What follows belongs to an exercise in optimizing a design on an open flow for small area, a short achievable clock period and few clock cycles; a production flow would make more cautious choices.
Function was checked by simulation only, so behaviour that the tests miss may differ from the original.

==> flow/run.sh <==
#!/bin/bash
# synth_recipe.tcl (not shown) runs the flow's synth.tcl, then flattens the netlist and writes it again
# the make line also repeats each setting of config.mk as NAME=value (left out here)
make -C /OpenROAD-flow-scripts/flow DESIGN_CONFIG=/design/flow/config.mk WORK_HOME=/design/flow/orfs CLKGATE_MAP_FILE= SYNTH_SCRIPT=/design/flow/synth_recipe.tcl finish
==> flow/config.mk <==
export PLATFORM = sky130hd
export DESIGN_NAME = tickdeb
export DESIGN_NICKNAME = tickdeb
export VERILOG_FILES = /design/flow/design.v
export SDC_FILE = /design/flow/constraint.sdc
export NUM_CORES = 4
export LEC_CHECK = 0
export CAP_MARGIN = 20
export CORE_MARGIN = 2
export CORE_UTILIZATION = 40
export SLEW_MARGIN = 20
==> flow/constraint.sdc <==
create_clock -name core_clock -period 80.0 [get_ports {clk}]
set_input_delay 16.0000 -clock core_clock [delete_from_list [all_inputs] [get_ports {clk}]]
set_output_delay 16.0000 -clock core_clock [all_outputs]
set_load 0.01 [all_outputs]
==> flow/design.v <==
module tickdeb_s2t (
    input  wire [31:0] ms,
    input  wire [31:0] clk_hz,
    output wire [31:0] ticks
);
    wire [63:0] prod = {32'd0, ms} * {32'd0, clk_hz};
    wire [63:0] quo  = prod / 64'd1000;
    assign ticks = (quo < 64'd2)            ? 32'd2 :
                   (quo > 64'hFFFF_FFFF)    ? 32'hFFFF_FFFF :
                                              quo[31:0];
endmodule
module tickdeb (
    input  wire         clk,
    input  wire         rst,              
    input  wire [31:0]  cfg_clk_hz,
    input  wire         cfg_policy,       
    input  wire         cfg_map,          
    input  wire         cfg_timer_model,  
    input  wire         cfg_preempt,      
    input  wire [4:0]   cfg_n,
    input  wire [3:0]   cfg_init_stage,
    input  wire [511:0] cfg_dur,          
    input  wire [31:0]  cfg_dur_rel,
    input  wire [31:0]  cfg_dur_held,
    input  wire         in_valid,
    input  wire [63:0]  in_word,
    output wire         in_ready,
    output reg          resp_valid,
    output reg  [1:0]   resp_status,      
    output reg  [31:0]  resp_data         
);
    localparam [1:0] ST_NEXT = 2'd0, ST_FAULT = 2'd1, ST_NOSTEP = 2'd2;
    localparam [2:0] PH_BOOT = 3'd0, PH_STABLE = 3'd1, PH_SETTLING = 3'd2,
                     PH_STALL = 3'd3, PH_RP_DISABLE = 3'd4, PH_RP_LOAD = 3'd5,
                     PH_RP_CLEAR = 3'd6, PH_RP_ENABLE = 3'd7;
    localparam [7:0] F_ILLEGAL_OP = 8'h01, F_SEQUENCE = 8'h02, F_PERIOD_RANGE = 8'h03,
                     F_SPURIOUS_IRQ = 8'h04, F_UNBOUND = 8'h05, F_TIMER_UNCFG = 8'h06,
                     F_CONFIG_INVALID = 8'h07;
    localparam [3:0] BOOT_LEN = 4'd9;
    reg  [3:0]  cnt;
    reg  [31:0] load;
    reg         en, mode, pending, ie, gie, hbound;
    reg  [31:0] tval;
    reg         conf, cand;
    reg  [2:0]  fgph;
    reg  [3:0]  bootix;
    reg  [3:0]  stage;
    reg  [31:0] newp;
    reg  [15:0] ntrans;
    reg  [7:0]  dir0, pur0, data0, dir1, pur1, data1;
    reg  [7:0]  fault, fopc;
    assign in_ready = 1'b1;
    wire cfg_valid = (cfg_clk_hz != 32'd0) &&
                     (cfg_map ? !cfg_policy
                              : (cfg_n >= 5'd1 && cfg_n <= 5'd16 && {1'b0, cfg_init_stage} < cfg_n));
    wire [31:0] cfgid = {10'd0, 6'd32, 3'd0, (cfg_map ? 5'd0 : cfg_n),
                         cfg_preempt, cfg_timer_model, cfg_map, cfg_policy, 1'b0, 3'd4};
    wire [7:0]  opc = in_word[63:56];
    wire [7:0]  fa  = in_word[55:48];
    wire [7:0]  fb  = in_word[47:40];
    wire [7:0]  fc  = in_word[39:32];
    wire [31:0] imm = in_word[31:0];
    wire        raw = fa[0];
    wire no_b_c_imm = (fb == 8'd0) && (fc == 8'd0) && (imm == 32'd0);
    wire bare       = (fa == 8'd0) && no_b_c_imm;
    wire is_reset   = (opc == 8'h01) && bare;
    wire is_obs     = (opc == 8'h02) && (fa[7:4] == 4'd0) && no_b_c_imm;
    wire is_cfgp    = (opc == 8'h10) && bare;
    wire is_setrl   = (opc == 8'h11) && (fa == 8'd0) && (fb == 8'd0) && (fc == 8'd0);
    wire is_en      = (opc == 8'h12) && bare;
    wire is_dis     = (opc == 8'h13) && bare;
    wire is_clr     = (opc == 8'h14) && bare;
    wire is_reg     = (opc == 8'h15) && (fa == 8'd1) && no_b_c_imm;
    wire is_ies     = (opc == 8'h16) && bare;
    wire is_gie     = (opc == 8'h17) && bare;
    wire is_gout    = (opc == 8'h20) && (fa[7:1] == 7'd0) && (fc == 8'd0) && (imm == 32'd0);
    wire is_gin     = (opc == 8'h21) && (fa[7:1] == 7'd0) && (fc == 8'd0) && (imm == 32'd0);
    wire is_tick    = (opc == 8'h30) && bare;
    wire is_samp    = (opc == 8'h40) && (fa[7:1] == 7'd0) && no_b_c_imm;
    wire is_rchk    = (opc == 8'h41) && (fa[7:1] == 7'd0) && no_b_c_imm;
    wire is_exp     = (opc == 8'h50) && bare && !cfg_timer_model;
    wire is_tclk    = (opc == 8'h51) && bare &&  cfg_timer_model;
    wire is_fg  = is_cfgp | is_setrl | is_en | is_dis | is_clr | is_reg | is_ies |
                  is_gie | is_gout | is_gin | is_samp | is_rchk;
    wire is_env = is_exp | is_tclk;
    wire legal  = is_reset | is_obs | is_fg | is_tick | is_env;
    wire irq_req = pending & ie & gie;
    wire [4:0]  stage_inc  = {1'b0, stage} + 5'd1;
    wire [3:0]  stage_next = (stage_inc == cfg_n) ? 4'd0 : stage_inc[3:0];
    wire [31:0] dur_init   = cfg_dur[{cfg_init_stage, 5'd0} +: 32];
    wire [31:0] dur_next   = cfg_dur[{stage_next, 5'd0} +: 32];
    wire [31:0] s2t_ms = (fgph == PH_BOOT) ? (cfg_map ? cfg_dur_rel : dur_init)
                                           : (cfg_map ? (cand ? cfg_dur_held : cfg_dur_rel) : dur_next);
    wire [31:0] s2t_ticks;
    tickdeb_s2t u_s2t (.ms(s2t_ms), .clk_hz(cfg_clk_hz), .ticks(s2t_ticks));
    reg [63:0] boot_word;
    always @(*) begin
        case (bootix)
            4'd0: boot_word = 64'h2000_0300_0000_0000;
            4'd1: boot_word = 64'h2001_0300_0000_0000;
            4'd2: boot_word = 64'h2101_1000_0000_0000;
            4'd3: boot_word = 64'h1000_0000_0000_0000;
            4'd4: boot_word = {32'h1100_0000, s2t_ticks};
            4'd5: boot_word = 64'h1501_0000_0000_0000;
            4'd6: boot_word = 64'h1600_0000_0000_0000;
            4'd7: boot_word = 64'h1700_0000_0000_0000;
            4'd8: boot_word = 64'h1200_0000_0000_0000;
            default: boot_word = 64'd0;
        endcase
    end
    reg fg_expected;
    always @(*) begin
        case (fgph)
            PH_BOOT:       fg_expected = (in_word == boot_word);
            PH_STABLE:     fg_expected = is_samp;
            PH_SETTLING:   fg_expected = is_rchk;
            PH_STALL:      fg_expected = is_samp;
            PH_RP_DISABLE: fg_expected = is_dis;
            PH_RP_LOAD:    fg_expected = is_setrl && (imm == newp);
            PH_RP_CLEAR:   fg_expected = is_clr;
            default:       fg_expected = is_en;
        endcase
    end
    reg [31:0] obs_val;
    always @(*) begin
        case (fa[3:0])
            4'd0:  obs_val = {27'd0, hbound, gie, ie, mode, en};
            4'd1:  obs_val = load;
            4'd2:  obs_val = {31'd0, pending};
            4'd3:  obs_val = tval;
            4'd4:  obs_val = {28'd0, cnt};
            4'd5:  obs_val = {16'd0, stage, bootix, 1'b0, fgph, 2'b00, cand, conf};
            4'd6:  obs_val = newp;
            4'd7:  obs_val = {16'd0, ntrans};
            4'd8:  obs_val = {24'd0, dir0};
            4'd9:  obs_val = {24'd0, pur0};
            4'd10: obs_val = {24'd0, data0};
            4'd11: obs_val = {24'd0, dir1};
            4'd12: obs_val = {24'd0, pur1};
            4'd13: obs_val = {24'd0, data1};
            4'd14: obs_val = {16'd0, fopc, fault};
            default: obs_val = cfgid;
        endcase
    end
    wire       do_reset = rst | (in_valid & is_reset);
    wire [3:0] cnt_inc  = cnt + 4'd1;
    always @(posedge clk) begin
        if (rst) begin
            resp_valid  <= 1'b0;
            resp_status <= ST_NEXT;
            resp_data   <= 32'd0;
        end else begin
            resp_valid  <= in_valid;
            resp_status <= ST_NEXT;
            resp_data   <= 32'd0;
        end
        if (do_reset) begin
            cnt     <= 4'd0;
            load    <= 32'd0;
            en      <= 1'b0;
            mode    <= 1'b0;
            pending <= 1'b0;
            ie      <= 1'b0;
            gie     <= 1'b0;
            hbound  <= 1'b0;
            tval    <= 32'd0;
            conf    <= 1'b0;
            cand    <= 1'b0;
            fgph    <= PH_BOOT;
            bootix  <= 4'd0;
            stage   <= cfg_map ? 4'd0 : cfg_init_stage;
            newp    <= 32'd0;
            ntrans  <= 16'd0;
            dir0    <= 8'd0;
            pur0    <= 8'd0;
            data0   <= 8'd0;
            dir1    <= 8'd0;
            pur1    <= 8'd0;
            data1   <= 8'd0;
            fault   <= cfg_valid ? 8'd0 : F_CONFIG_INVALID;
            fopc    <= cfg_valid ? 8'd0 : 8'h01;
        end else if (in_valid) begin
            if (fault != 8'd0) begin
                if (is_obs)
                    resp_data <= obs_val;
                else
                    resp_status <= ST_NOSTEP;
            end else if (!legal) begin
                fault       <= F_ILLEGAL_OP;
                fopc        <= opc;
                resp_status <= ST_FAULT;
            end else if (is_obs) begin
                resp_data <= obs_val;
            end else if (is_fg) begin
                if (cfg_preempt && irq_req) begin
                    resp_status <= ST_NOSTEP;
                end else if (!fg_expected) begin
                    fault       <= F_SEQUENCE;
                    fopc        <= opc;
                    resp_status <= ST_FAULT;
                end else if (is_setrl && imm < 32'd2) begin
                    fault       <= F_PERIOD_RANGE;
                    fopc        <= opc;
                    resp_status <= ST_FAULT;
                end else if (is_en && !mode) begin
                    fault       <= F_TIMER_UNCFG;
                    fopc        <= opc;
                    resp_status <= ST_FAULT;
                end else if (is_samp || is_rchk) begin
                    if (fgph == PH_STALL) begin
                        if (raw) begin
                            conf <= 1'b0;
                            fgph <= PH_STABLE;
                        end
                    end else if (fgph == PH_STABLE) begin
                        if (!raw != conf) begin
                            cand <= !raw;
                            fgph <= PH_SETTLING;
                        end
                    end else begin  
                        if (!raw != cand) begin
                            fgph <= PH_STABLE;
                        end else begin
                            conf   <= cand;
                            ntrans <= ntrans + 16'd1;
                            if (cfg_map) begin
                                newp <= s2t_ticks;
                                fgph <= PH_RP_DISABLE;
                            end else if (cand) begin
                                stage <= stage_next;
                                newp  <= s2t_ticks;
                                fgph  <= PH_RP_DISABLE;
                            end else begin
                                fgph <= PH_STABLE;
                            end
                        end
                    end
                end else begin
                    if (is_cfgp)  mode   <= 1'b1;
                    if (is_setrl) load   <= imm - 32'd1;
                    if (is_en) begin
                        en <= 1'b1;
                        if (cfg_timer_model) tval <= load;
                    end
                    if (is_dis)   en     <= 1'b0;
                    if (is_clr)   pending <= 1'b0;
                    if (is_reg)   hbound <= 1'b1;
                    if (is_ies)   ie     <= 1'b1;
                    if (is_gie)   gie    <= 1'b1;
                    if (is_gout) begin
                        if (fa[0]) begin
                            dir1 <= dir1 | fb;
                            pur1 <= pur1 & ~fb;
                        end else begin
                            dir0 <= dir0 | fb;
                            pur0 <= pur0 & ~fb;
                        end
                    end
                    if (is_gin) begin
                        if (fa[0]) begin
                            dir1 <= dir1 & ~fb;
                            pur1 <= pur1 | fb;
                        end else begin
                            dir0 <= dir0 & ~fb;
                            pur0 <= pur0 | fb;
                        end
                    end
                    case (fgph)
                        PH_BOOT: begin
                            bootix <= bootix + 4'd1;
                            if (bootix + 4'd1 == BOOT_LEN) fgph <= PH_STABLE;
                        end
                        PH_RP_DISABLE: fgph <= PH_RP_LOAD;
                        PH_RP_LOAD:    fgph <= PH_RP_CLEAR;
                        PH_RP_CLEAR:   fgph <= PH_RP_ENABLE;
                        PH_RP_ENABLE:  fgph <= (cfg_policy && conf) ? PH_STALL : PH_STABLE;
                        default:       fgph <= fgph;
                    endcase
                end
            end else if (is_tick) begin
                if (!irq_req) begin
                    fault       <= F_SPURIOUS_IRQ;
                    fopc        <= opc;
                    resp_status <= ST_FAULT;
                end else if (!hbound) begin
                    fault       <= F_UNBOUND;
                    fopc        <= opc;
                    resp_status <= ST_FAULT;
                end else begin
                    pending <= 1'b0;
                    cnt     <= cnt_inc;
                    data0   <= {data0[7:2], cnt_inc[1:0]};
                    data1   <= {data1[7:2], cnt_inc[3:2]};
                end
            end else begin
                if (!(en && mode)) begin
                    resp_status <= ST_NOSTEP;
                end else if (is_exp) begin
                    pending <= 1'b1;
                end else begin
                    if (tval == 32'd0) begin
                        pending <= 1'b1;
                        tval    <= load;
                    end else begin
                        tval <= tval - 32'd1;
                    end
                end
            end
        end
    end
endmodule
==> flow_metrics.tcl <==
set metrics [dict create \
    status "timing/DRC/antenna clean" \
    synthCells 9210 \
    cts-buffers-inserted 24 \
    ys_warn_count 1 \
    dpl-instance-area_um2 83500 \
    grt_pass1_vias 74300 \
    path_clk_slew_ns 0.07 \
    ys_ff_latch 213 \
    tritoncts_num_sinks 213 \
    yosysTopAreaCellShare_pct 24.0 \
    drive_above_1_share_pct 10.0 \
    clockRootBuffer "clkbuf_16" \
    slew_headroom_pct 14.1 \
    cts_setup_buffers 0 \
    yosysUniqueCellTypes 206 \
    required_ns 80.37 \
    syn2layout_area_growth_pct 13.1 \
    skew_ns 0.0274 \
    boundaryPins 724 \
    yosysTopAreaCell "fa_1" \
    syn_nets 11100 \
    ys_top_cells_by_count "nand2_1 (1,141), inv_1 (1,034), fa_1 (896)" \
    r2r_cells 180 \
    viasPerCell 6.20 \
    clk_latency_ns 0.55 \
    design.die.area_um2 191000 \
    die_h_um 436 \
    end_kind "flip-flop" \
    finalCriticalPeriod_ns 75.99 \
    r2r_start "stage[0]" \
    hp-start "dir1[4]" \
    port_buffers 722 \
    drcViolationCount 0 \
    hold_path_depth 2 \
    cts_tree "yes" \
    clock_path_buffers 3 \
    ys_seq_area_share_pct 5.90 \
    final-hold-violation-count 0 \
    min_path_type "reg2reg" \
    rr_endpoint "load[27]" \
    drt_iter0_drc 7490 \
    syn_area_per_cell_um2 8.12 \
    tightest_slew_ns 1.28 \
    core_um2 186000 \
    max_freq_mhz 13.2 \
    first_pass_iters 7 \
    antenna_found_initial 80 \
    seqCellArea_um2 4410 \
    hold_end "dir1[4]" \
    wl_mm 338 \
    design_area_um2 84600 \
    fillCellCount 18500 \
    multiInputGateArea_um2 63700 \
    gr-total-overflow 0 \
    async_reset_ff_share_pct 0 \
    max_cap_viol_count 0 \
    regToRegSetupSlack_ns 18.86 \
    drtAntennaViolNets 0 \
    yosys.cell_count.top_type "nand2_1" \
    maxSlewViolCount 0 \
    grt_max_degree 188 \
    min_period_over_period_pct 95.0 \
    tns_ns 0 \
    holdWs_ns 0.449 \
    critical-path-max-stage-delay_ns 0.73 \
    start_kind "input pin" \
    htreeDepth 1 \
    worst-setup-path-type "in2reg" \
    rsz0062_at_grt "false" \
    grt_pass1_wl_mm 498 \
    dp_hpwl_mm 275 \
    gp_congestion 0.998 \
    track_usage_pct 34.5 \
    cp.arrival_ns 76.36 \
    vias 74900 \
    ys.flop_type "dfxtp_1" \
    setup_viol 0 \
    start_util_pct 40.3 \
    path_max_fanout 150 \
    syn-cell-area_um2 74800 \
    synth_edf_count 15 \
    nNetsFinal 11400 \
    wl_per_cell_um 28.0 \
    rows 158 \
    crit_top_cell "fa_1" \
    die_x_um 436 \
    ys_top_cells_by_area "fa_1 (24%), nand2_1 (5.7%), dfxtp_1 (5.3%)" \
    crit_slowest_cell "o31ai_4" \
]
-- metal layers --
layer / share of wire (%) / vias to the layer above / track usage, % / wire length, µm
li1: - / 32700 / - / -
met5: 0.020 / - / 0 / 69
met3: 8.3 / 750 / 5.58 / 28000
met1: 40 / 37500 / 44.5 / 134000
met4: 6.6 / 12 / 19.6 / 22400
met2: 45 / 3893 / 54.8 / 154000
-- cells by family (layout without fill, tap and decap cells) --
logic type | count (synthesis) | count (layout) | share of synthesized area (%)
AOI/OAI and AO/OA | 2049 | 2049 | 21.0
xor gates and xnor gates | 360 | 360 | 4.51
adders and majority gates | 1189 | 1189 | 28.8
buffers and inverters | 1656 | 1979 | 9.74
DFF | 213 | 213 | 5.90
muxes | 395 | 395 | 8.18
other | 1 | 62 | 0.00501
and+or+nand+nor | 3347 | 3348 | 21.9
-- per-stage QoR --
stage | util, % | setup WS [ns] | instances
after global routing | 45.6 | 0.0149 | 12100
after detailed placement | 45.0 | 2.80 | 12000
after CTS | 45.4 | 3.06 | 12000
after global placement | 44.9 | 4.53 | 12000
after floorplan | - | 14.96 | 9210
final | 45.6 | 4.01 | 12100
-- flip-flops by register name, summed over array words and instances (netlist names), 2 cells and up --
register and flops:
resp_status 2, bootix 4, cnt 4, fault 3, dir0 8, stage 4
newp 32, pur1 8, tval 32, resp_data 32, fgph 3, pur0 8
dir1 8, fopc 8, ntrans 16, load 32
-- how the worst max path moves through the flow --
| stage | start | to | slack [ns] | cells after the start |
|---|---|---|---|---|
| final | cfg_n[2] | load[27] | 4.01 | 175 |
| after global routing | cfg_n[2] | tval[22] | 0.01 | 178 |
| after CTS | cfg_n[2] | tval[2] | 3.06 | 174 |
| after detailed placement | cfg_n[2] | fopc[6] | 2.80 | 174 |
| after global placement | cfg_n[2] | fopc[7] | 4.53 | 174 |
| after floorplan | cfg_init_stage[0] | fault[0] | 14.96 | 190 |
-- cells in the final DEF (no fill, tap or decap), drive strengths merged, types with 60 or more instances in the layout --
cell | synthesis | routed
a31oi | 131 | 131
o21ai | 341 | 341
fa | 896 | 896
buf | 218 | 165
mux4 | 160 | 160
nand4 | 99 | 99
ha | 276 | 276
nand2 | 1157 | 1157
a21oi | 407 | 407
a211oi | 159 | 159
clkdlybuf4s50 | 0 | 711
a21o | 64 | 64
nand3 | 191 | 191
a22oi | 63 | 63
diode | 0 | 61
o31ai | 79 | 79
dfxtp | 198 | 198
nor4 | 91 | 91
or3 | 61 | 61
and2 | 394 | 394
o211ai | 97 | 97
xnor2 | 249 | 249
a221oi | 165 | 165
xor2 | 109 | 109
inv | 1043 | 1044
mux2i | 194 | 194
and3 | 60 | 60
nor3 | 207 | 207
nor2 | 816 | 816
-- cell type report --
class / count / share of cell area (%)
repair buffers: 877 / 9.95
flip-flops and latches: 213 / 5.22
inverters: 1058 / 4.70
diodes: 61 / 0.180
multi-input cells: 7342 / 75.3
clock buffers: 33 / 0.822
clock inverters: 11 / 0.198
well taps: 2480 / 3.67
-- critical path, delay by kind of cell --
family,cells,cell delay (ns)
buffers and inverters,12,3.11
muxes,15,5.28
xor gates and xnor gates,10,3.06
AOI/OAI and AO/OA,92,32.26
adders and majority gates,11,5.61
and+or+nand+nor,35,10.49
-- what timing repair did --
item / in CTS / in global routing
setup endpoints to repair: 0 / 155
resized for setup: 0 / 14
hold buffers: 0 / 0
Testbench counts, summed over its fixed seeds: cycles 48,032.

-- afterwards: timing with drivers on the ports --
Ports are ideal in the flow. The routed layout listed here was re-timed in OpenROAD.
Step 1, drivers: a clkbuf_16 drives clk and a buf_2 each remaining input, both assumed.
Step 2 moves the port delays by t, midway between the first and last clock arrival at a register: inputs arrive t later, outputs are due t later. That takes back most of the time a late clock gives input paths.
Slacks: ideal / step 1 / step 2; pairs: ideal / step 1.
t (ns): 0.589
slack for setup (ns): 4.014 / 3.912 / 3.323
worst setup path at the end: input to register
slew at the worst register clock pin (ns): 0.07 / 0.07
After both steps setup and hold are still met in this run. For this run, drivers alone change the setup slack by -0.102 ns; drivers and shift together by -0.691 ns.
